Context: an optimization exercise on an open-source flow, tuned for small area and few clock cycles per item. The choices shown serve that exercise and are no tape-out recipe.
RTL that was checked went through simulation tests only; none was proved equivalent to the original.
Function not checked in runs 4 and 5: the RTL went through the layout flow alone.

File: design.v
module magenta_sbox (
    input  wire [7:0] x,
    output wire [7:0] y
);
    function [7:0] xtime;
        input [7:0] v;
        begin
            xtime = {v[6:0], 1'b0} ^ (v[7] ? 8'h65 : 8'h00);
        end
    endfunction
    wire [4:0] h = x[7:3];
    wire [7:0] base;
    assign base[0] = 32'h728f092f >> h;
    assign base[1] = 32'h2236e2cc >> h;
    assign base[2] = 32'hc4c1a29a >> h;
    assign base[3] = 32'h85cf5f1c >> h;
    assign base[4] = 32'ha3c24bc8 >> h;
    assign base[5] = 32'hff37ba02 >> h;
    assign base[6] = 32'hc313068a >> h;
    assign base[7] = 32'h6a173d7c >> h;
    wire [7:0] m4 = x[2] ? xtime(xtime(xtime(xtime(base)))) : base;
    wire [7:0] m2 = x[1] ? xtime(xtime(m4)) : m4;
    wire [7:0] m1 = x[0] ? xtime(m2) : m2;
    assign y = {m1[7:1], m1[0] & ~&x};
endmodule
module magenta_pi (
    input  wire [127:0] x,
    output wire [127:0] y
);
    wire [127:0] sx;
    wire [127:0] ax;
    genvar j, i;
    generate
        for (j = 0; j < 16; j = j + 1) begin : g_s1
            magenta_sbox u_s1 (.x(x[127-8*j -: 8]), .y(sx[127-8*j -: 8]));
        end
        for (i = 0; i < 8; i = i + 1) begin : g_pair
            assign ax[127-16*i -: 8]     = x[127-8*i -: 8]     ^ sx[127-8*(i+8) -: 8];
            assign ax[127-16*i-8 -: 8]   = x[127-8*(i+8) -: 8] ^ sx[127-8*i -: 8];
        end
        for (j = 0; j < 16; j = j + 1) begin : g_s2
            magenta_sbox u_s2 (.x(ax[127-8*j -: 8]), .y(y[127-8*j -: 8]));
        end
    endgenerate
endmodule
module magenta_core (
    input  wire         clk,
    input  wire         rst,         
    input  wire         start,       
    input  wire         decrypt,     
    input  wire [1:0]   ksize,       
    input  wire [255:0] key,         
    input  wire [127:0] din,         
    output wire         ready,
    output wire         done,
    output wire [127:0] dout
);
    reg         busy;
    reg         done_r;
    reg [2:0]   round;       
    reg [2:0]   step;        
    reg         swap;        
    reg [1:0]   ksize_r;
    reg [255:0] key_r;
    reg [63:0]  h0, h1;      
    reg [127:0] c;           
    function [1:0] sched;
        input [1:0] ks;
        input [2:0] r;
        begin
            case (ks)
                2'd0:    sched = (r == 3'd2 || r == 3'd3) ? 2'd1 : 2'd0;
                2'd1:    case (r)
                             3'd1, 3'd4: sched = 2'd1;
                             3'd2, 3'd3: sched = 2'd2;
                             default:    sched = 2'd0;
                         endcase
                default: case (r)
                             3'd1, 3'd6: sched = 2'd1;
                             3'd2, 3'd5: sched = 2'd2;
                             3'd3, 3'd4: sched = 2'd3;
                             default:    sched = 2'd0;
                         endcase
            endcase
        end
    endfunction
    function [127:0] split;
        input [127:0] v;
        integer k;
        begin
            for (k = 0; k < 8; k = k + 1) begin
                split[127-8*k -: 8] = v[127-16*k -: 8];
                split[63-8*k -: 8]  = v[127-16*k-8 -: 8];
            end
        end
    endfunction
    wire [2:0] last_round = (ksize_r == 2'd2) ? 3'd7 : 3'd5;
    wire last_step = (step == 3'd5);
    wire next_t    = step[0];        
    wire last_blk  = busy && last_step && (round == last_round);
    wire [1:0] sk_sel = last_step ? sched(ksize_r, round + 3'd1)
                                  : sched(ksize_r, round);
    reg [63:0] subkey;
    always @(*) begin
        case (sk_sel)
            2'd0: subkey = key_r[255:192];
            2'd1: subkey = key_r[191:128];
            2'd2: subkey = key_r[127:64];
            default: subkey = key_r[63:0];
        endcase
    end
    wire [127:0] pi_mid, pi_out;
    magenta_pi u_pi0 (.x(c),      .y(pi_mid));
    magenta_pi u_pi1 (.x(pi_mid), .y(pi_out));
    wire [127:0] ps = split(pi_out);
    wire [63:0]  hsel   = (last_step ? swap : !swap) ? h1 : h0;
    wire [63:0]  new_hi = hsel ^ ps[127:64];
    wire [63:0]  new_lo = subkey ^ (last_step ? 64'd0 : ps[63:0]);
    wire accept = start && !busy;
    always @(posedge clk) begin
        if (accept)
            c <= {decrypt ? din[127:64] : din[63:0], key[255:192]};
        else if (next_t)
            c <= {new_hi, new_lo};
        else
            c <= pi_out;
        if (accept) begin
            key_r   <= key;
            ksize_r <= ksize;
        end
        if (accept || (busy && last_step && !swap))
            h0 <= accept ? din[127:64] : new_hi;
        if (accept || (busy && last_step && swap))
            h1 <= accept ? din[63:0] : new_hi;
    end
    always @(posedge clk) begin
        if (rst) begin
            busy   <= 1'b0;
            done_r <= 1'b0;
        end else begin
            done_r <= last_blk;
            if (accept)
                busy <= 1'b1;
            else if (last_blk)
                busy <= 1'b0;
        end
    end
    always @(posedge clk) begin
        if (accept) begin
            round <= 3'd0;
            step  <= 3'd0;
            swap  <= decrypt;
        end else if (busy) begin
            step <= last_step ? 3'd0 : step + 3'd1;
            if (last_step) begin
                round <= round + 3'd1;
                swap  <= ~swap;
            end
        end
    end
    assign ready = !busy;
    assign done  = done_r;
    assign dout  = {h0, h1};
endmodule
File: flow/run.sh
#!/bin/bash
# Layout flow: the standard flow, except for three settings.
#  - Synthesis maps the logic with an area-oriented ABC script
#    (flow/abc.script) and without Yosys's adder extraction.
#  - Port buffers use the smallest buffer cell.
#  - Clock tree: larger sink clusters and no dummy loads, for fewer buffers.
# Everything else is the standard flow unchanged.
set -euo pipefail
W=$PWD
rm -rf "$W/scripts_mod"
cp -r "$FLOW_HOME/scripts" "$W/scripts_mod"
cp "$W/flow/abc.script" "$W/scripts_mod/abc_speed.script"
cp "$W/flow/abc.script" "$W/scripts_mod/abc_area.script"
SCRIPTS_DIR="$W/scripts_mod" ADDER_MAP_FILE= bash "$W/standard.sh" synth > "$W/flow_synth.log" 2>&1
BUFFER_PORTS_ARGS="-buffer_cell sky130_fd_sc_hd__buf_1" \
CTS_ARGS="-sink_clustering_enable -repair_clock_nets -sink_clustering_size 16 -sink_clustering_max_diameter 80 -dont_use_dummy_load -buf_list sky130_fd_sc_hd__clkbuf_8 -root_buf sky130_fd_sc_hd__clkbuf_16" \
  bash "$W/standard.sh" > "$W/flow_layout.log" 2>&1
File: flow/abc.script
strash
&get -n
&deepsyn -T 120
&put
dch -f
amap
topo
stime -c
File: standard.sh
#!/bin/bash
# synth_recipe.tcl (not shown) runs the flow's synth.tcl, then flattens the netlist and writes it again
# the make line also repeats each setting of config.mk as NAME=value (left out here)
make -C /OpenROAD-flow-scripts/flow DESIGN_CONFIG=/design/flow/config.mk WORK_HOME=/design/flow/orfs CLKGATE_MAP_FILE= SYNTH_SCRIPT=/design/flow/synth_recipe.tcl "${@:-finish}"
File: config.mk
export PLATFORM = sky130hd
export DESIGN_NAME = magenta_core
export DESIGN_NICKNAME = magenta_core
export VERILOG_FILES = /design/flow/design.v
export SDC_FILE = /design/flow/constraint.sdc
export NUM_CORES = 4
export LEC_CHECK = 0
export CAP_MARGIN = 20
export CELL_PAD_IN_SITES_DETAIL_PLACEMENT = 0
export CELL_PAD_IN_SITES_GLOBAL_PLACEMENT = 0
export CORE_MARGIN = 2
export CORE_UTILIZATION = 45
export SLEW_MARGIN = 20
File: constraint.sdc
create_clock -name core_clock -period 20.0 [get_ports {clk}]
set_input_delay 4.0000 -clock core_clock [delete_from_list [all_inputs] [get_ports {clk}]]
set_output_delay 4.0000 -clock core_clock [all_outputs]
set_load 0.01 [all_outputs]
==> out/results.ini, run 1 <==
[logic_synthesis]
syn_nets=10814
yosysUniqueCellTypes=54
syn_inst=10424
yosysWarningCount=2
async_flop_share=0
yosysTopAreaCell=edfxtp_1
synth_top_cells_by_area=edfxtp_1 (18%), nor2_1 (13%), o22ai_1 (12%)
ys.flop_type=edfxtp_1
synth_top_area_share=0.180
synth_edf_count=387
synth-seq-cells=523
synth_area_sq_um=64700
ys_seq_area_frac=0.222
syn_avg_cell_area_sq_um=6.21

[detailed_routing]
drtPass1Iterations=6
wirelength_mm=262
via_per_inst=6.36
antenna_left=0
drt_iter0_drc=8857
wire_per_inst_um=20.1
drc=0
detailroute.via_count=83012

[hold_path]
min-delay-path-class=reg2reg
min_from=step[2]

[clock_network]
htree_levels=2
cts_sinks=523
cts_tree=built
cts_made_buffers=52
clk_pin_slew_ns=0.11
root_buffer=clkbuf_16
clockBufferDepth=3
clock_latency_ns=0.66

[placement]
place_inst=12999
dpl_cell_area_sq_um=70300
gp_congestion=0.998
dpl.hpwl_mm=206
io_buffers=519

[job]
cap_violations=0

[setup_path]
critPathMaxStageDelay_ns=0.67
crit_type=reg2reg
rr_endpoint=c[30]
worstSetupEndpointType=register
path_max_fanout=13
worstSetupStartpoint=c[45]
endpoint=c[30]
cpMaxStageDelayCell=o32ai_1
cp.arrival_ns=18.72
cp-start-kind=register
ff2ff_path_depth=81
r2r_start=c[45]
rrSetupSlack_ns=1.70
path_common_cell=nor2_1
required_ns=20.42

[cells_and_area]
regArea_sq_um=14400
final_cell_area_sq_um=71600
drive_above_1_share=0.0289
synthToLayoutAreaGrowth_pct=10.7
fillers=14679
final_core_util=0.500
mostFrequentLayoutCells=nor2_1 (2316), clkinv_1 (1346), o22ai_1 (1241), o21ai_0 (1058), a21oi_1 (1001)
final_cells=13059
nets=11540
final_common_cell=nor2_1
multi_input_area_sq_um=45900

[die]
ios=520
die-area_sq_um=147000
dieHeight_um=383
core-area_sq_um=143000
rows=139
start_util=0.452
die_x_um=383

[global_routing]
grt_pass1_vias=72129
use_met2=0.543
grtUsageMet3=0.0485
grt_use_met1=0.452
grt_busiest_layer=met2
antenna_found_initial=17
grt_usage=0.334
grt_pass1_wl_mm=398
grt_start_max_net_pins=116
grt_overflow=0

[timing]
setup_tns_ns=0
whs_ns=0.468
period_needed_ns=18.30
timing.final.crit_share=0.915
clock_skew_ns=0.0793
tightest_slew_ns=1.27
fmax_ghz=0.0547
slew_viol_final=0
hold_violations=0
setup-violations-final=0
slew-limit-headroom=0.150

[outcome]
status=complete, no violations

[worst min-delay path by stage]
stage	slack, ns	end	depth (start not counted)
after floorplan	0.44	step[2]	1
final	0.47	step[2]	1
after CTS	0.47	step[2]	1
after global routing	0.51	step[2]	1
after detailed placement	0.46	step[2]	1
after global placement	0.45	step[2]	1
[area by class of cell]
cell class / count / share of cell area
clock buffers: 52 / 0.0108
repair buffers: 672 / 0.0433
inverters: 1360 / 0.0717
well taps: 1903 / 0.0332
multi-input cells: 8541 / 0.640
flip-flops and latches: 523 / 0.200
diodes: 8 / 0.000279
[registers in the layout, summed over array words and instances, names as in the netlist]
name / flops
busy: 1
c: 128
done_r: 1
h0: 64
h1: 64
key_r: 256
ksize_r: 2
round: 3
step: 3
swap: 1
[per-stage QoR]
step | setup slack, ns
detailed placement | 0.636
global placement | 0.992
finish | 1.70
floorplan | 2.42
CTS | 0.620
global route | -0.0799
[routing by layer]
layer / share of wire / up-vias
li1: - / 40931
met1: 0.42 / 37677
met2: 0.45 / 3941
met3: 0.094 / 455
met4: 0.037 / 8
met5: 0.00017 / -
[synthesized netlist by cell type (19+ instances only)]
cell and number:
nor2_1 2326, clkinv_1 1360, o22ai_1 1275, o21ai_0 1118
a21oi_1 1019, nand2_1 783, edfxtp_1 387, nor3_1 239
o32ai_1 225, o21a_1 196, a31oi_1 189, a221oi_1 153
dfxtp_1 136, or2_0 121, a211oi_1 108, a22oi_1 98
o221ai_1 89, a22o_1 69, o22a_1 60, nand3_1 59
or3_1 55, nor2b_1 48, nor4_1 35, o31ai_1 32
o32a_1 29, a32oi_1 25, o211ai_1 19
[what timing repair did]
item                                    CTS  global route
endpoints found under the setup margin    0           221
setup buffers                             0             0
resized for setup                         0           155
hold buffers                              0             0
[logic make-up after synthesis]
logic type      synth area share
buf+inv                   0.0789
flops                      0.222
compound gates             0.464
xor+xnor                 0.00474
simple gates               0.231
[worst max-delay path: cells and delay by family, from the launching register on]
kind / cells / cell delay [ns]
xor+xnor: 1 / 0.34
flops: 1 / 0.43
simple gates: 25 / 3.65
buf+inv: 10 / 1.89
compound gates: 45 / 11.70
Testbench counts, summed over its fixed seeds: cycles 20,924, items 512.
==> inputs of run 2 (changes only) <==
--- a/flow/run.sh
+++ b/flow/run.sh
@@ -4,5 +4,6 @@
 #    (flow/abc.script) and without Yosys's adder extraction.
 #  - Port buffers use the smallest buffer cell.
-#  - Clock tree: larger sink clusters and no dummy loads, for fewer buffers.
+#  - Clock tree: larger sink clusters, clkbuf_8 buffers below the root and
+#    no dummy loads, for less buffer area.
 # Everything else is the standard flow unchanged.
 set -euo pipefail
==> run 2 against run 1 <==
- fmax unchanged
- register-to-register slack about the same
- critical path type unchanged
- area after synthesis unchanged
- cell area did not move
- clock-buffer cell count did not move
- highest routed layer unchanged
==> out/results.ini, run 2 <==
[outcome]
status=complete, no violations  ; unchanged

[logic_synthesis]
synth_area_sq_um=64700  ; unchanged
ys.flop_type=edfxtp_1  ; unchanged
synth-seq-cells=523  ; unchanged
ys_seq_area_frac=0.222  ; unchanged
synth_top_cells_by_area=edfxtp_1 (18%), nor2_1 (13%), o22ai_1 (12%)  ; unchanged
yosysWarningCount=2  ; unchanged
synth_top_area_share=0.180  ; unchanged
yosysTopAreaCell=edfxtp_1  ; unchanged
async_flop_share=0  ; unchanged
syn_avg_cell_area_sq_um=6.21  ; unchanged
yosys-top-cells-count=nor2_1 (2326), clkinv_1 (1360), o22ai_1 (1275), o21ai_0 (1118), a21oi_1 (1019)  ; unchanged
syn_nets=10814  ; unchanged
syn_inst=10424  ; unchanged
synth_edf_count=387  ; unchanged
yosysUniqueCellTypes=54  ; unchanged
synth.most_common_cell=nor2_1  ; unchanged

[cells_and_area]
mostFrequentLayoutCells=nor2_1 (2316), clkinv_1 (1346), o22ai_1 (1241), o21ai_0 (1058), a21oi_1 (1001)  ; unchanged
final_cells=13059  ; unchanged
final_core_util=0.500  ; unchanged
nets=11540  ; unchanged
drive_above_1_share=0.0289  ; unchanged
final_common_cell=nor2_1  ; unchanged
largest_reg_flops=256  ; unchanged
synthToLayoutAreaGrowth_pct=10.7  ; unchanged
regMostFlops=key_r  ; unchanged

[setup_path]
r2r_start=c[45]  ; unchanged
path_common_cell=nor2_1  ; unchanged
critPathMaxStageDelay_ns=0.67  ; about the same
rrSetupSlack_ns=1.70  ; about the same
cp-start-kind=register  ; unchanged
cp.arrival_ns=18.72  ; about the same
ff2ff_path_depth=81  ; unchanged
rr_endpoint=c[30]  ; unchanged
path_max_fanout=13  ; unchanged
worstSetupEndpointType=register  ; unchanged
crit_type=reg2reg  ; unchanged
cpMaxStageDelayCell=o32ai_1  ; unchanged
required_ns=20.42  ; about the same

[die]
die_x_um=383  ; unchanged
die-area_sq_um=147000  ; unchanged
ios=520  ; unchanged
rows=139  ; unchanged
core-area_sq_um=143000  ; unchanged
start_util=0.452  ; unchanged
dieHeight_um=383  ; unchanged

[clock_network]
root_buffer=clkbuf_16  ; unchanged
clk_pin_slew_ns=0.11  ; about the same
hold_buffers=0  ; unchanged
clock_latency_ns=0.66  ; about the same
cts_made_buffers=52  ; unchanged
post_cts_buffers=0  ; unchanged
cts_sinks=523  ; unchanged
htree_levels=2  ; unchanged
cts_tree=built  ; unchanged
clockBufferDepth=3  ; unchanged

[global_routing]
grt_overflow=0  ; unchanged
grt_usage=0.334  ; unchanged
grt_pass1_wl_mm=398  ; unchanged
grt_start_max_net_pins=116  ; unchanged
antenna_found_initial=17  ; unchanged
grt_pass1_vias=72129  ; unchanged

[placement]
post-place-ws_ns=0.636  ; unchanged
io_buffers=519  ; unchanged
gp_congestion=0.998  ; unchanged
dpl.hpwl_mm=206  ; unchanged
place_inst=12999  ; unchanged

[job]
cap_violations=0  ; unchanged

[detailed_routing]
wirelength_mm=262  ; unchanged
antenna_left=0  ; unchanged
wire_per_inst_um=20.1  ; unchanged
drt_iter0_drc=8857  ; unchanged
detailroute.via_count=83012  ; unchanged
drc=0  ; unchanged
via_per_inst=6.36  ; unchanged
drtPass1Iterations=6  ; unchanged

[timing]
slew-limit-headroom=0.150  ; unchanged
tightest_slew_ns=1.27  ; unchanged
fin_ws_ns=1.70  ; unchanged
whs_ns=0.468  ; unchanged
hold_violations=0  ; unchanged
setup-violations-final=0  ; unchanged
period_needed_ns=18.30  ; unchanged
fmax_ghz=0.0547  ; unchanged
timing.final.crit_share=0.915  ; unchanged
clock_skew_ns=0.0793  ; unchanged
slew_viol_final=0  ; unchanged

[hold_path]
hold_depth=1  ; unchanged
min_from=step[2]  ; unchanged
min_to=step[2]  ; unchanged
min-delay-path-class=reg2reg  ; unchanged

run 2: worst max-delay path, delay by kind of cell, from the launching register on:
family / cells / cell delay (ns)
AOI/OAI and AO/OA: 45 / 11.70
xor gates and xnor gates: 1 / 0.34
buffers and inverters: 10 / 1.89
DFF: 1 / 0.43
and+or+nand+nor: 25 / 3.65
run 2: cell type report:
| type | count | area (sq um) |
|---|---|---|
| multi-input combinational | 8541 | 45900 |
| sequential | 523 | 14400 |
| timing repair buffer | 672 | 3100 |
| clock buffer | 52 | 772 |
| inverter | 1360 | 5130 |
| antenna | 8 | 20.0 |
| fill | 14679 | 71500 |
| tap | 1903 | 2380 |
run 2: kinds of logic (layout without fill, tap and decap cells):
group,count (synthesis),in the layout,share of synthesized area
compound gates,4817,4817,0.464
simple gates,3689,3689,0.231
buf+inv,1360,2084,0.0789
flops,523,523,0.222
xor+xnor,35,35,0.00474
other cells,0,8,0
run 2: what timing repair did:
action	CTS	global route
gates resized for setup	0	155
hold endpoints to repair	0	0
endpoints found under the setup margin	0	221
run 2: how the worst max path moves through the flow:
stage	startpoint	endpoint	slack [ns]
after global routing	c[29]	h0[62]	-0.08
after global placement	c[28]	h0[62]	0.99
after floorplan	start	h1[0]	2.42
after detailed placement	c[28]	h0[62]	0.64
after CTS	c[28]	h0[62]	0.62
final	c[45]	c[30]	1.70
run 2: per-layer routing:
metal	global-route usage	routed length (um)	up-vias
li1	-	-	40931
met1	0.452	111000	37677
met2	0.543	117000	3941
met3	0.0485	24600	455
met4	0.112	9790	8
met5	0	45	-
run 2: through the flow:
step / instance area (sq um) / setup TNS (ns)
floorplan: 64700 / 0
global placement: 70300 / 0
detailed placement: 70300 / 0
CTS: 71100 / 0
global route: 71600 / -0.513
finish: 71600 / 0
==> inputs of run 3 (changes only) <==
==> run.sh (new file) <==
#!/bin/bash
# synth_recipe.tcl (not shown) runs the flow's synth.tcl, then flattens the netlist and writes it again
# the make line also repeats each setting of config.mk as NAME=value (left out here)
make -C /OpenROAD-flow-scripts/flow DESIGN_CONFIG=/design/flow/config.mk WORK_HOME=/design/flow/orfs CLKGATE_MAP_FILE= SYNTH_SCRIPT=/design/flow/synth_recipe.tcl finish
--- a/config.mk
+++ b/config.mk
@@ -7,7 +7,7 @@
 export LEC_CHECK = 0
 export CAP_MARGIN = 20
-export CELL_PAD_IN_SITES_DETAIL_PLACEMENT = 0
-export CELL_PAD_IN_SITES_GLOBAL_PLACEMENT = 0
+export CELL_PAD_IN_SITES_DETAIL_PLACEMENT = 1
+export CELL_PAD_IN_SITES_GLOBAL_PLACEMENT = 1
 export CORE_MARGIN = 2
-export CORE_UTILIZATION = 45
+export CORE_UTILIZATION = 35
 export SLEW_MARGIN = 20
removed: flow/run.sh
removed: flow/abc.script
removed: standard.sh
==> run 3 against run 2 <==
- still clean on timing, DRC and antenna
- area after synthesis grew 93%
- register-to-register slack gained 1.7 ns
- sequential share of layout area shrank 9.6 points
- critical path depth shrank 30
- global-route usage shrank 4.6 points
==> out/results.ini, run 3 <==
[logic_synthesis]
synth_xor_area_frac=0.106  ; was 0.00474
yosysUniqueCellTypes=184  ; was 54
synth.most_common_cell=nor2_1  ; unchanged
yosysTopAreaCell=edfxtp_1  ; unchanged
synth_top_family_by_area=compound AO/OA/AOI/OAI gates  ; unchanged
synthSimpleGateAreaFrac=0.226  ; was 0.231
async_flop_share=0  ; unchanged
synth_top_cells_by_area=edfxtp_1 (9.3%), mux2i_1 (6.4%), xnor2_1 (5.9%)  ; was edfxtp_1 (18%), nor2_1 (13%), o22ai_1 (12%)
ys_seq_area_frac=0.115  ; was 0.222
ys.flop_type=edfxtp_1  ; unchanged
syn_nets=17405  ; was 10814
synthMuxAreaShare=0.120  ; was 0
syn_avg_cell_area_sq_um=7.56  ; was 6.21 sq um
synth-seq-cells=523  ; unchanged
yosys-top-cells-count=nor2_1 (1414), nand2_1 (1341), a21oi_1 (1048), o21ai_0 (846), xnor2_1 (845)  ; was nor2_1 (2326), clkinv_1 (1360), o22ai_1 (1275), o21ai_0 (1118), a21oi_1 (1019)
synth_fa_ha_area_frac=0.0531  ; was 0
synth_compound_gate_area_share=0.318  ; was 0.464
synth_area_sq_um=125000  ; was 64700 sq um
synth_top_area_share=0.0932  ; was 0.180
syn_inst=16490  ; was 10424
synth_edf_count=387  ; unchanged
yosysWarningCount=2  ; unchanged

[global_routing]
antenna_found_initial=38  ; was 17
grt_pass1_vias=128212  ; was 72129
grt_start_max_net_pins=161  ; was 116
grt_overflow=0  ; unchanged
grt_pass1_wl_mm=829  ; was 398 mm
grt_usage=0.288  ; was 0.334

[placement]
io_buffers=519  ; unchanged
dpl.hpwl_mm=426  ; was 206 mm
gp_congestion=0.927  ; was 0.998
place_inst=21044  ; was 12999

[clock_network]
cts_sinks=523  ; unchanged
clock_latency_ns=0.84  ; was 0.66 ns
cts_made_buffers=80  ; was 52
post_cts_buffers=0  ; unchanged
clk_pin_slew_ns=0.07  ; was 0.11 ns
hold_buffers=0  ; unchanged
htree_levels=3  ; was 2
root_buffer=clkbuf_16  ; unchanged
cts_resized=0  ; unchanged
clockBufferDepth=4  ; was 3
cts_tree=built  ; unchanged

[die]
ios=520  ; unchanged
dieHeight_um=601  ; was 383 um
start_util=0.351  ; was 0.452
die_x_um=601  ; was 383 um
core-area_sq_um=355000  ; was 143000 sq um
rows=219  ; was 139
die-area_sq_um=361000  ; was 147000 sq um

[setup_path]
required_ns=20.58  ; was 20.42 ns
cp_num_cells=51  ; was 81
ff2ff_path_depth=51  ; was 81
crit_buf_inv=6  ; was 10
cp.arrival_ns=17.19  ; was 18.72 ns
crit_family=compound AO/OA/AOI/OAI gates  ; unchanged
critPathMaxStageDelay_ns=0.86  ; was 0.67 ns
endpoint=h1[22]  ; was c[30]
cp-start-kind=register  ; unchanged
path_max_fanout=31  ; was 13
rrSetupSlack_ns=3.39  ; was 1.70 ns
crit_type=reg2reg  ; unchanged
r2r_start=c[76]  ; was c[45]
cpMaxStageDelayCell=dfxtp_1  ; was o32ai_1
rr_endpoint=h1[22]  ; was c[30]
worstSetupEndpointType=register  ; unchanged
worstSetupStartpoint=c[76]  ; was c[45]

[detailed_routing]
wire_per_inst_um=25.9  ; was 20.1 um
via_per_inst=6.26  ; was 6.36
detailroute.via_count=132943  ; was 83012
drt_iter0_drc=10484  ; was 8857
antenna_left=0  ; unchanged
drtPass1Iterations=6  ; unchanged
wirelength_mm=549  ; was 262 mm
drc=0  ; unchanged

[timing]
period_needed_ns=16.61  ; was 18.30 ns
fmax_ghz=0.0602  ; was 0.0547 GHz
tightest_slew_ns=1.26  ; was 1.27 ns
clock_skew_ns=0.0809  ; was 0.0793 ns
hold_violations=0  ; unchanged
slew-limit-headroom=0.154  ; was 0.150
setup-violations-final=0  ; unchanged
rsz0062_at_grt=false
setup_tns_ns=0  ; unchanged
timing.final.crit_share=0.831  ; was 0.915
slew_viol_final=0  ; unchanged

[hold_path]
min-delay-path-class=reg2reg  ; unchanged
hold_depth=1  ; unchanged

[outcome]
status=complete, no violations  ; unchanged

[cells_and_area]
synthToLayoutAreaGrowth_pct=9.82  ; was 10.7%
multi_input_area_sq_um=103000  ; was 45900 sq um
final_common_cell=nor2_1  ; unchanged
final_cells=21223  ; was 13059
drive_above_1_share=0.109  ; was 0.0289
fillers=43413  ; was 14679
largest_reg_flops=256  ; unchanged
nets=17291  ; was 11540
regMostFlops=key_r  ; unchanged
mostFrequentLayoutCells=nor2_1 (1411), nand2_1 (1337), a21oi_1 (1043), o21ai_0 (834), xnor2_1 (806)  ; was nor2_1 (2316), clkinv_1 (1346), o22ai_1 (1241), o21ai_0 (1058), a21oi_1 (1001)
regArea_sq_um=14400  ; about the same

[job]
cap_violations=0  ; unchanged

run 3: cell count changes after synthesis, sizes merged, moves of 328 or more:
| cell | change |
|---|---|
| mux2i | +815 |
| nor2 | -892 |
| o22ai | -1144 |
| clkbuf | +746 |
| inv | +472 |
| nor3 | +328 |
| nand2 | +570 |
| ha | +525 |
| xnor2 | +854 |
| clkinv | -1295 |
| o211ai | +333 |
| buf | +421 |
| nand3 | +527 |
run 3: cell families after synthesis:
| kind of cell | count (synthesis) |
|---|---|
| AOI/OAI and AO/OA | 5506 |
| xor gates and xnor gates | 1316 |
| adders and majority gates | 530 |
| buffers and inverters | 1704 |
| DFF | 523 |
| muxes | 1260 |
| and+or+nand+nor | 5651 |
run 3: routing by layer:
| layer | global-route usage | vias up | share of wire |
|---|---|---|---|
| li1 | - | 62772 | - |
| met1 | 0.380 | 66632 | 0.44 |
| met2 | 0.487 | 2962 | 0.47 |
| met3 | 0.0255 | 557 | 0.042 |
| met4 | 0.106 | 20 | 0.042 |
| met5 | 0 | - | 0.00022 |
run 3: final cells by class:
| class | count | area share |
|---|---|---|
| repair buffers | 971 | 0.0630 |
| multi-input cells | 14263 | 0.754 |
| clock buffers | 95 | 0.0156 |
| flip-flops and latches | 523 | 0.105 |
| inverters | 537 | 0.0148 |
| clock inverters | 48 | 0.00380 |
| well taps | 4751 | 0.0434 |
| diodes | 35 | 0.000640 |
run 3: worst min path at each step:
stage / startpoint / to / slack [ns]
6_report: round[0] / round[0] / 0.56
5_1_grt: step[1] / step[1] / 0.62
3_5_place_dp: round[0] / round[0] / 0.55
2_1_floorplan: busy / step[2] / 0.48
3_3_place_gp: round[0] / round[0] / 0.54
4_1_cts: round[0] / round[0] / 0.57
run 3: stage by stage:
| step | cell area [sq um] | hold slack, ns | setup WS, ns | util |
|---|---|---|---|---|
| 6_report | 137000 | 0.565 | 3.39 | 0.386 |
| 3_3_place_gp | 134000 | 0.544 | 3.37 | 0.378 |
| 2_1_floorplan | 125000 | 0.480 | 6.94 | - |
| 5_1_grt | 137000 | 0.623 | 1.92 | 0.385 |
| 3_5_place_dp | 134000 | 0.549 | 3.44 | 0.378 |
| 4_1_cts | 137000 | 0.567 | 3.30 | 0.385 |
==> inputs of run 4 (changes only) <==
--- a/design.v
+++ b/design.v
@@ -9,18 +9,46 @@
         end
     endfunction
-    wire [4:0] h = x[7:3];
-    wire [7:0] base;
-    assign base[0] = 32'h728f092f >> h;
-    assign base[1] = 32'h2236e2cc >> h;
-    assign base[2] = 32'hc4c1a29a >> h;
-    assign base[3] = 32'h85cf5f1c >> h;
-    assign base[4] = 32'ha3c24bc8 >> h;
-    assign base[5] = 32'hff37ba02 >> h;
-    assign base[6] = 32'hc313068a >> h;
-    assign base[7] = 32'h6a173d7c >> h;
+    reg [7:0] base;
+    always @(*) begin
+        case (x[7:3])
+            5'd0 : base = 8'h01;
+            5'd1 : base = 8'h65;
+            5'd2 : base = 8'h8b;
+            5'd3 : base = 8'hdf;
+            5'd4 : base = 8'h8c;
+            5'd5 : base = 8'h81;
+            5'd6 : base = 8'h92;
+            5'd7 : base = 8'h56;
+            5'd8 : base = 8'h99;
+            5'd9 : base = 8'h7e;
+            5'd10: base = 8'hc8;
+            5'd11: base = 8'hb9;
+            5'd12: base = 8'ha8;
+            5'd13: base = 8'ha6;
+            5'd14: base = 8'h1a;
+            5'd15: base = 8'h26;
+            5'd16: base = 8'hed;
+            5'd17: base = 8'hfb;
+            5'd18: base = 8'hab;
+            5'd19: base = 8'h09;
+            5'd20: base = 8'he2;
+            5'd21: base = 8'h22;
+            5'd22: base = 8'h1c;
+            5'd23: base = 8'h1d;
+            5'd24: base = 8'h78;
+            5'd25: base = 8'hf3;
+            5'd26: base = 8'h2c;
+            5'd27: base = 8'ha0;
+            5'd28: base = 8'h21;
+            5'd29: base = 8'hb3;
+            5'd30: base = 8'he5;
+            5'd31: base = 8'h7c;
+            default: base = 8'h00;
+        endcase
+    end
     wire [7:0] m4 = x[2] ? xtime(xtime(xtime(xtime(base)))) : base;
     wire [7:0] m2 = x[1] ? xtime(xtime(m4)) : m4;
     wire [7:0] m1 = x[0] ? xtime(m2) : m2;
-    assign y = {m1[7:1], m1[0] & ~&x};
+    assign y = (x == 8'hff) ? 8'h00 : m1;
 endmodule
 module magenta_pi (
==> flow/run.sh (new file) <==
#!/bin/bash
# Layout flow: the standard flow, except that synthesis maps the logic with
# an area-oriented ABC script (flow/abc.script) and without Yosys's adder
# extraction. Everything after synthesis is the standard flow unchanged.
set -euo pipefail
W=$PWD
rm -rf "$W/scripts_mod"
cp -r "$FLOW_HOME/scripts" "$W/scripts_mod"
cp "$W/flow/abc.script" "$W/scripts_mod/abc_speed.script"
cp "$W/flow/abc.script" "$W/scripts_mod/abc_area.script"
SCRIPTS_DIR="$W/scripts_mod" ADDER_MAP_FILE= bash "$W/standard.sh" synth > "$W/flow_synth.log" 2>&1
# Port buffers: the smallest buffer cell rather than the resizer's default pick.
BUFFER_PORTS_ARGS="-buffer_cell sky130_fd_sc_hd__buf_1" bash "$W/standard.sh" > "$W/flow_layout.log" 2>&1
==> flow/abc.script (new file) <==
strash
dch
amap
topo
stime -c
==> standard.sh (new file) <==
#!/bin/bash
# synth_recipe.tcl (not shown) runs the flow's synth.tcl, then flattens the netlist and writes it again
# the make line also repeats each setting of config.mk as NAME=value (left out here)
make -C /OpenROAD-flow-scripts/flow DESIGN_CONFIG=/design/flow/config.mk WORK_HOME=/design/flow/orfs CLKGATE_MAP_FILE= SYNTH_SCRIPT=/design/flow/synth_recipe.tcl "${@:-finish}"
removed: run.sh
==> run 4 against run 3 <==
- global-route usage is 1.4 points higher
- setup slack got worse by 1.5 ns
- utilization up 1.6 points
- cell area fell by 43%
- clock-buffer cell count is the same
- sequential share of layout area grew 11 points
- area after synthesis down 45%
- via count decreased by 33%
- register-to-register slack got worse by 1.5 ns
- hold slack got worse by 0.085 ns
- clock skew shrank 0.034 ns
==> out/results.ini, run 4 <==
[timing]
hold_violations=0  ; unchanged
fin_ws_ns=1.93  ; was 3.39 ns
clock_skew_ns=0.0465  ; was 0.0809 ns
timing.final.crit_share=0.903  ; was 0.831
setup_tns_ns=0  ; unchanged
rsz0062_at_grt=false  ; unchanged
slew_viol_final=0  ; unchanged
slew-limit-headroom=0.189  ; was 0.154
tightest_slew_ns=1.22  ; was 1.26 ns
setup-violations-final=0  ; unchanged
fmax_ghz=0.0554  ; was 0.0602 GHz
period_needed_ns=18.07  ; was 16.61 ns

[setup_path]
cp_num_cells=72  ; was 51
crit_buf_inv=10  ; was 6
path_max_fanout=10  ; was 31
cpMaxStageDelayCell=a22oi_1  ; was dfxtp_1
cp-start-kind=register  ; unchanged
critPathMaxStageDelay_ns=0.69  ; was 0.86 ns
crit_type=reg2reg  ; unchanged
rrSetupSlack_ns=1.93  ; was 3.39 ns
r2r_start=u_pi0.g_s1[5].u_s1.base[7]  ; was c[76]
ff2ff_path_depth=72  ; was 51
worstSetupEndpointType=register  ; unchanged
path_common_cell=nor2_1
cp.arrival_ns=18.72  ; was 17.19 ns
required_ns=20.65  ; was 20.58 ns
crit_family=compound AO/OA/AOI/OAI gates  ; unchanged
rr_endpoint=u_pi0.g_s1[3].u_s1.base[7]  ; was h1[22]

[global_routing]
grt_pass1_vias=84930  ; was 128212
grt_usage=0.302  ; was 0.288
grt_overflow=0  ; unchanged
grt_pass1_wl_mm=488  ; was 829 mm
grt_start_max_net_pins=127  ; was 161
antenna_found_initial=23  ; was 38

[logic_synthesis]
synth-seq-cells=651  ; was 523
syn_inst=10848  ; was 16490
synth_compound_gate_area_share=0.464  ; was 0.318
synthSimpleGateAreaFrac=0.213  ; was 0.226
ys.flop_type=edfxtp_1  ; unchanged
ys_seq_area_frac=0.245  ; was 0.115
syn_avg_cell_area_sq_um=6.35  ; was 7.56 sq um
async_flop_share=0  ; unchanged
synth_top_area_share=0.169  ; was 0.0932
synth_top_cells_by_area=edfxtp_1 (17%), o22ai_1 (14%), nor2_1 (14%)  ; was edfxtp_1 (9.3%), mux2i_1 (6.4%), xnor2_1 (5.9%)
synthMuxAreaShare=0  ; was 0.120
synth_xor_area_frac=0.00229  ; was 0.106
synth_area_sq_um=68900  ; was 125000 sq um
syn_nets=11238  ; was 17405
synth_edf_count=387  ; unchanged
yosysUniqueCellTypes=52  ; was 184
synth_fa_ha_area_frac=0  ; was 0.0531
yosysTopAreaCell=edfxtp_1  ; unchanged
synth_top_family_by_area=compound AO/OA/AOI/OAI gates  ; unchanged
yosys-top-cells-count=nor2_1 (2534), o22ai_1 (1531), clkinv_1 (1387), a21oi_1 (1253), o21ai_0 (1008)  ; was nor2_1 (1414), nand2_1 (1341), a21oi_1 (1048), o21ai_0 (846), xnor2_1 (845)
synth.most_common_cell=nor2_1  ; unchanged
yosysWarningCount=2  ; unchanged

[clock_network]
clock_latency_ns=0.77  ; was 0.84 ns
root_buffer=clkbuf_16  ; unchanged
clockBufferDepth=3  ; was 4
cts_sinks=651  ; was 523
cts_tree=built  ; unchanged
htree_levels=3  ; unchanged
cts_made_buffers=80  ; unchanged
clk_pin_slew_ns=0.06  ; was 0.07 ns
post_cts_buffers=0  ; unchanged

[job]
cap_violations=0  ; unchanged

[cells_and_area]
nets=12023  ; was 17291
fillers=26097  ; was 43413
regMostFlops=key_r  ; unchanged
synthToLayoutAreaGrowth_pct=13.8  ; was 9.82%
largest_reg_flops=256  ; unchanged
final_common_cell=nor2_1  ; unchanged
drive_above_1_share=0.0287  ; was 0.109
multi_input_area_sq_um=47000  ; was 103000 sq um
mostFrequentLayoutCells=nor2_1 (2530), o22ai_1 (1528), clkinv_1 (1392), a21oi_1 (1251), o21ai_0 (996)  ; was nor2_1 (1411), nand2_1 (1337), a21oi_1 (1043), o21ai_0 (834), xnor2_1 (806)
final_cell_area_sq_um=78400  ; was 137000 sq um
regArea_sq_um=16900  ; was 14400 sq um

[detailed_routing]
detailroute.via_count=88533  ; was 132943
drtPass1Iterations=5  ; was 6
antenna_left=0  ; unchanged
drc=0  ; unchanged
drt_iter0_drc=6910  ; was 10484
via_per_inst=6.17  ; was 6.26
wirelength_mm=318  ; was 549 mm
wire_per_inst_um=22.2  ; was 25.9 um

[placement]
post-place-ws_ns=1.89  ; was 3.44 ns
dpl.hpwl_mm=251  ; was 426 mm
dpl_cell_area_sq_um=75700  ; was 134000 sq um
io_buffers=519  ; unchanged
gp_congestion=0.933  ; was 0.927

[die]
die-area_sq_um=201000  ; was 361000 sq um
die_x_um=448  ; was 601 um
core-area_sq_um=195000  ; was 355000 sq um
dieHeight_um=448  ; was 601 um
start_util=0.353  ; was 0.351
rows=162  ; was 219
ios=520  ; unchanged

[outcome]
status=complete, no violations  ; unchanged

[hold_path]
min_from=step[2]  ; was round[0]
hold_depth=2  ; was 1
min_to=step[2]  ; was round[0]
min-delay-path-class=reg2reg  ; unchanged

==> run 4: changes by cell type in the layout (fill, tap and decap cells not counted), moves of 518 or more <==
cell,change
nand2_1,-634
buf_1,+518
clkinv_1,+1322
xnor2_1,-791
nor2_1,+1119
ha_1,-525
clkdlybuf4s50_1,-518
mux2i_1,-784
o22ai_1,+1406
nand3_1,-548
==> run 4: cell families (layout without fill, tap and decap cells) <==
logic type | count (synthesis) | count (layout)
AND/OR/NAND/NOR | 3694 | 3694
other | 0 | 16
XOR/XNOR | 18 | 18
buffers and inverters | 1387 | 2237
flip-flops | 651 | 651
AO/OA/AOI/OAI | 5098 | 5098
==> run 4: area by class of cell <==
| type | instances | area share |
|---|---|---|
| repair buffers | 703 | 0.0429 |
| multi-input cells | 8810 | 0.599 |
| clock inverters | 52 | 0.00702 |
| well taps | 2624 | 0.0419 |
| clock buffers | 95 | 0.0266 |
| inverters | 1387 | 0.0665 |
| diodes | 16 | 0.000510 |
| flip-flops and latches | 651 | 0.216 |
==> run 4: how the worst max path moves through the flow <==
stage               slack, ns                         end                   startpoint
finish                   1.93  u_pi0.g_s1[3].u_s1.base[7]   u_pi0.g_s1[5].u_s1.base[7]
global route             0.07  u_pi0.g_s1[9].u_s1.base[2]                       c[122]
CTS                      1.84  u_pi0.g_s1[2].u_s1.base[3]  u_pi0.g_s1[13].u_s1.base[5]
detailed placement       1.89  u_pi0.g_s1[8].u_s1.base[4]                        c[58]
global placement         2.14  u_pi0.g_s1[8].u_s1.base[4]                        c[58]
floorplan                0.89  u_pi0.g_s1[4].u_s1.base[2]                      step[0]
==> run 4: metrics by stage <==
stage	utilization	hold slack [ns]	cells
after detailed placement	0.387	0.473	14173
after global placement	0.387	0.460	14173
final	0.401	0.479	14338
after CTS	0.401	0.481	14320
after floorplan	-	0.434	10848
after global routing	0.401	0.521	14337
==> run 4: worst reg2reg max path: cells and delay by family, from the launching register on <==
kind | cells | cell delay [ns]
compound gates | 40 | 11.55
buf+inv | 10 | 2.80
flops | 1 | 0.43
simple gates | 22 | 3.18
==> run 4: routing by layer <==
layer	GRT usage	share of wire	vias to the layer above	routed length, um
met5	0	0.00014	-	44
met4	0.120	0.038	6	12100
met3	0.0265	0.042	385	13400
met2	0.519	0.48	2080	152000
met1	0.389	0.44	43006	141000
li1	-	-	43056	-
==> run 4: timing repair <==
item	4_1_cts	5_1_grt
endpoints found under the setup margin	0	37
gates resized for setup	0	9
hold buffers	0	0
endpoints found under the hold margin	0	0
==> inputs of run 5 (changes only) <==
--- a/design.v
+++ b/design.v
@@ -88,4 +88,6 @@
     reg [2:0]   round;       
     reg [2:0]   step;        
+    reg         tstart;      
+    reg         first;       
     reg         swap;        
     reg [1:0]   ksize_r;
@@ -93,4 +95,5 @@
     reg [63:0]  h0, h1;      
     reg [127:0] c;           
+    reg [1:0]   sk_idx;      
     function [1:0] sched;
         input [1:0] ks;
@@ -113,4 +116,16 @@
         end
     endfunction
+    wire [2:0] last_round = (ksize_r == 2'd2) ? 3'd7 : 3'd5;
+    reg [63:0] subkey;
+    always @(*) begin
+        case (sk_idx)
+            2'd0: subkey = key_r[255:192];
+            2'd1: subkey = key_r[191:128];
+            2'd2: subkey = key_r[127:64];
+            default: subkey = key_r[63:0];
+        endcase
+    end
+    wire [63:0] x1 = swap ? h1 : h0;
+    wire [63:0] x2 = swap ? h0 : h1;
     function [127:0] split;
         input [127:0] v;
@@ -123,42 +138,24 @@
         end
     endfunction
-    wire [2:0] last_round = (ksize_r == 2'd2) ? 3'd7 : 3'd5;
-    wire last_step = (step == 3'd5);
-    wire next_t    = step[0];        
-    wire last_blk  = busy && last_step && (round == last_round);
-    wire [1:0] sk_sel = last_step ? sched(ksize_r, round + 3'd1)
-                                  : sched(ksize_r, round);
-    reg [63:0] subkey;
-    always @(*) begin
-        case (sk_sel)
-            2'd0: subkey = key_r[255:192];
-            2'd1: subkey = key_r[191:128];
-            2'd2: subkey = key_r[127:64];
-            default: subkey = key_r[63:0];
-        endcase
-    end
+    wire [127:0] c_fb  = first ? 128'd0 : split(c);
+    wire [127:0] pi_in = tstart ? ({x2, subkey} ^ c_fb) : c;
     wire [127:0] pi_mid, pi_out;
-    magenta_pi u_pi0 (.x(c),      .y(pi_mid));
+    magenta_pi u_pi0 (.x(pi_in),  .y(pi_mid));
     magenta_pi u_pi1 (.x(pi_mid), .y(pi_out));
-    wire [127:0] ps = split(pi_out);
-    wire [63:0]  hsel   = (last_step ? swap : !swap) ? h1 : h0;
-    wire [63:0]  new_hi = hsel ^ ps[127:64];
-    wire [63:0]  new_lo = subkey ^ (last_step ? 64'd0 : ps[63:0]);
-    wire accept = start && !busy;
+    wire [127:0] pi_split = split(pi_out);
+    wire [63:0]  f_out    = pi_split[127:64];
+    wire accept    = start && !busy;
+    wire last_step = busy && (step == 3'd5);
+    wire last_blk  = last_step && (round == last_round);
     always @(posedge clk) begin
-        if (accept)
-            c <= {decrypt ? din[127:64] : din[63:0], key[255:192]};
-        else if (next_t)
-            c <= {new_hi, new_lo};
-        else
-            c <= pi_out;
+        c <= pi_out;
         if (accept) begin
             key_r   <= key;
             ksize_r <= ksize;
         end
-        if (accept || (busy && last_step && !swap))
-            h0 <= accept ? din[127:64] : new_hi;
-        if (accept || (busy && last_step && swap))
-            h1 <= accept ? din[63:0] : new_hi;
+        if (accept || (last_step && !swap))
+            h0 <= accept ? din[127:64] : (h0 ^ f_out);
+        if (accept || (last_step && swap))
+            h1 <= accept ? din[63:0] : (h1 ^ f_out);
     end
     always @(posedge clk) begin
@@ -176,12 +173,18 @@
     always @(posedge clk) begin
         if (accept) begin
-            round <= 3'd0;
-            step  <= 3'd0;
-            swap  <= decrypt;
+            round  <= 3'd0;
+            step   <= 3'd0;
+            tstart <= 1'b1;
+            first  <= 1'b1;
+            swap   <= decrypt;
+            sk_idx <= 2'd0;
         end else if (busy) begin
-            step <= last_step ? 3'd0 : step + 3'd1;
+            step   <= last_step ? 3'd0 : step + 3'd1;
+            tstart <= step[0];
+            first  <= last_step;
             if (last_step) begin
-                round <= round + 3'd1;
-                swap  <= ~swap;
+                round  <= round + 3'd1;
+                swap   <= ~swap;
+                sk_idx <= sched(ksize_r, round + 3'd1);
             end
         end
--- a/flow/run.sh
+++ b/flow/run.sh
@@ -10,4 +10,3 @@
 cp "$W/flow/abc.script" "$W/scripts_mod/abc_area.script"
 SCRIPTS_DIR="$W/scripts_mod" ADDER_MAP_FILE= bash "$W/standard.sh" synth > "$W/flow_synth.log" 2>&1
-# Port buffers: the smallest buffer cell rather than the resizer's default pick.
-BUFFER_PORTS_ARGS="-buffer_cell sky130_fd_sc_hd__buf_1" bash "$W/standard.sh" > "$W/flow_layout.log" 2>&1
+bash "$W/standard.sh" > "$W/flow_layout.log" 2>&1
--- a/config.mk
+++ b/config.mk
@@ -10,4 +10,4 @@
 export CELL_PAD_IN_SITES_GLOBAL_PLACEMENT = 1
 export CORE_MARGIN = 2
-export CORE_UTILIZATION = 35
+export CORE_UTILIZATION = 50
 export SLEW_MARGIN = 20
==> run 5 against run 4 <==
- the flow now stops in 5_1_grt
- synthesized cell count is 1.0% lower
- area after synthesis is 4.0% lower
==> out/results.ini, run 5 <==
[outcome]
status=stopped before the end  ; was complete, no violations
haltStage=5_1_grt
firstError=[ERROR GRT-0232] Routing congestion too high. Check the congestion heatmap in the GUI.

[logic_synthesis]
async_flop_share=0  ; unchanged
ys_seq_area_frac=0.218  ; was 0.245
synth_top_area_share=0.176  ; was 0.169
ys.flop_type=edfxtp_1  ; unchanged
synth_edf_count=387  ; unchanged
syn_avg_cell_area_sq_um=6.16  ; was 6.35 sq um
synth_area_sq_um=66200  ; was 68900 sq um
syn_inst=10740  ; was 10848
yosysTopAreaCell=edfxtp_1  ; unchanged
syn_nets=11130  ; was 11238
yosysWarningCount=2  ; unchanged
yosys-top-cells-count=nor2_1 (2470), o22ai_1 (1623), clkinv_1 (1497), a21oi_1 (1238), o21ai_0 (925)  ; was nor2_1 (2534), o22ai_1 (1531), clkinv_1 (1387), a21oi_1 (1253), o21ai_0 (1008)
synth.most_common_cell=nor2_1  ; unchanged
synth-seq-cells=527  ; was 651
synth_top_cells_by_area=edfxtp_1 (18%), o22ai_1 (15%), nor2_1 (14%)  ; was edfxtp_1 (17%), o22ai_1 (14%), nor2_1 (14%)
yosysUniqueCellTypes=51  ; was 52

[clock_network]
clockBufferDepth=3  ; unchanged
hold_buffers=0  ; unchanged
htree_levels=3  ; unchanged
cts_sinks=527  ; was 651
root_buffer=clkbuf_16  ; unchanged
cts_made_buffers=67  ; was 80

[global_routing]
grt_overflow=98
antenna_found_initial=57
grt_start_max_net_pins=132
grt_usage=0.642

[placement]
gp_congestion=1.01  ; was 0.933
io_buffers=519  ; unchanged
dpl.hpwl_mm=243  ; was 251 mm
place_inst=13205  ; was 14173

[die]
dieHeight_um=368  ; was 448 um
start_util=0.503  ; was 0.353
die_x_um=368  ; was 448 um
rows=133  ; was 162
ios=520  ; unchanged

[timing]
worst_endpoint_kind=sequential cell input
crit_endpoint=c[118]$_SDFF_PN0_/D

==> run 5: logic make-up after synthesis <==
kind of cell | synth area share
buffers and inverters | 0.0849
AND/OR/NAND/NOR | 0.216
flip-flops | 0.218
AO/OA/AOI/OAI | 0.479
XOR/XNOR | 0.00238
==> run 5: per-stage QoR <==
step	cell area [sq um]	util	setup WS, ns	hold slack (ns)
2_1_floorplan	66200	-	0.0645	0.426
3_3_place_gp	75100	0.571	1.01	0.444
3_5_place_dp	75100	0.571	-0.0201	0.456
4_1_cts	77500	0.589	0.00737	0.473
==> run 5: worst max-delay path by stage <==
stage	cells after the start	slack, ns	end
3_5_place_dp	79	-0.02	h1[46]
2_1_floorplan	74	0.06	h0[53]
3_3_place_gp	74	1.01	h0[8]
4_1_cts	75	0.007	h1[63]
==> run 5: what timing repair did <==
| item | in CTS |
|---|---|
| resized for setup | 24 |
| pin swaps | 1 |
| cloned | 1 |
| endpoints found under the hold margin | 0 |
| buffers inserted | 0 |
| endpoints found under the setup margin | 51 |
==> run 5: metal layers <==
metal	GRT usage	GRT overflow
met4	0.516	47
met5	0.297	0
met1	0.679	2
met3	0.439	8
met2	0.845	41

[separate check: timing with driven ports]
How much do the figures lean on ideal ports? The routed layouts below were timed once more, with nothing changed but the port constraints.
Step 1 sets driving cells, clkbuf_16 on the clock port and buf_2 on the other inputs (assumed; they add their load-dependent delay and slew).
Step 2 times the ports against the registers' clock, not the clock port: input delays grow and output delays shrink by t, the midpoint of the rising clock arrivals with the driver on.
a / b / c = no drivers / after step 1 / after step 2; a / b = the first two.
run	t (ns)	setup slack, ns	worst setup path at the end	worst slew at a driven data input, ns
run 1	0.702	1.703 / 1.703 / 1.703	register to register	0.16
run 2	0.702	1.703 / 1.703 / 1.703	register to register	0.16
run 3	0.922	3.389 / 3.389 / 3.389	register to register	0.29
run 4	0.829	1.935 / 1.935 / 1.935	register to register	0.21
After both steps every run listed still meets setup and hold.
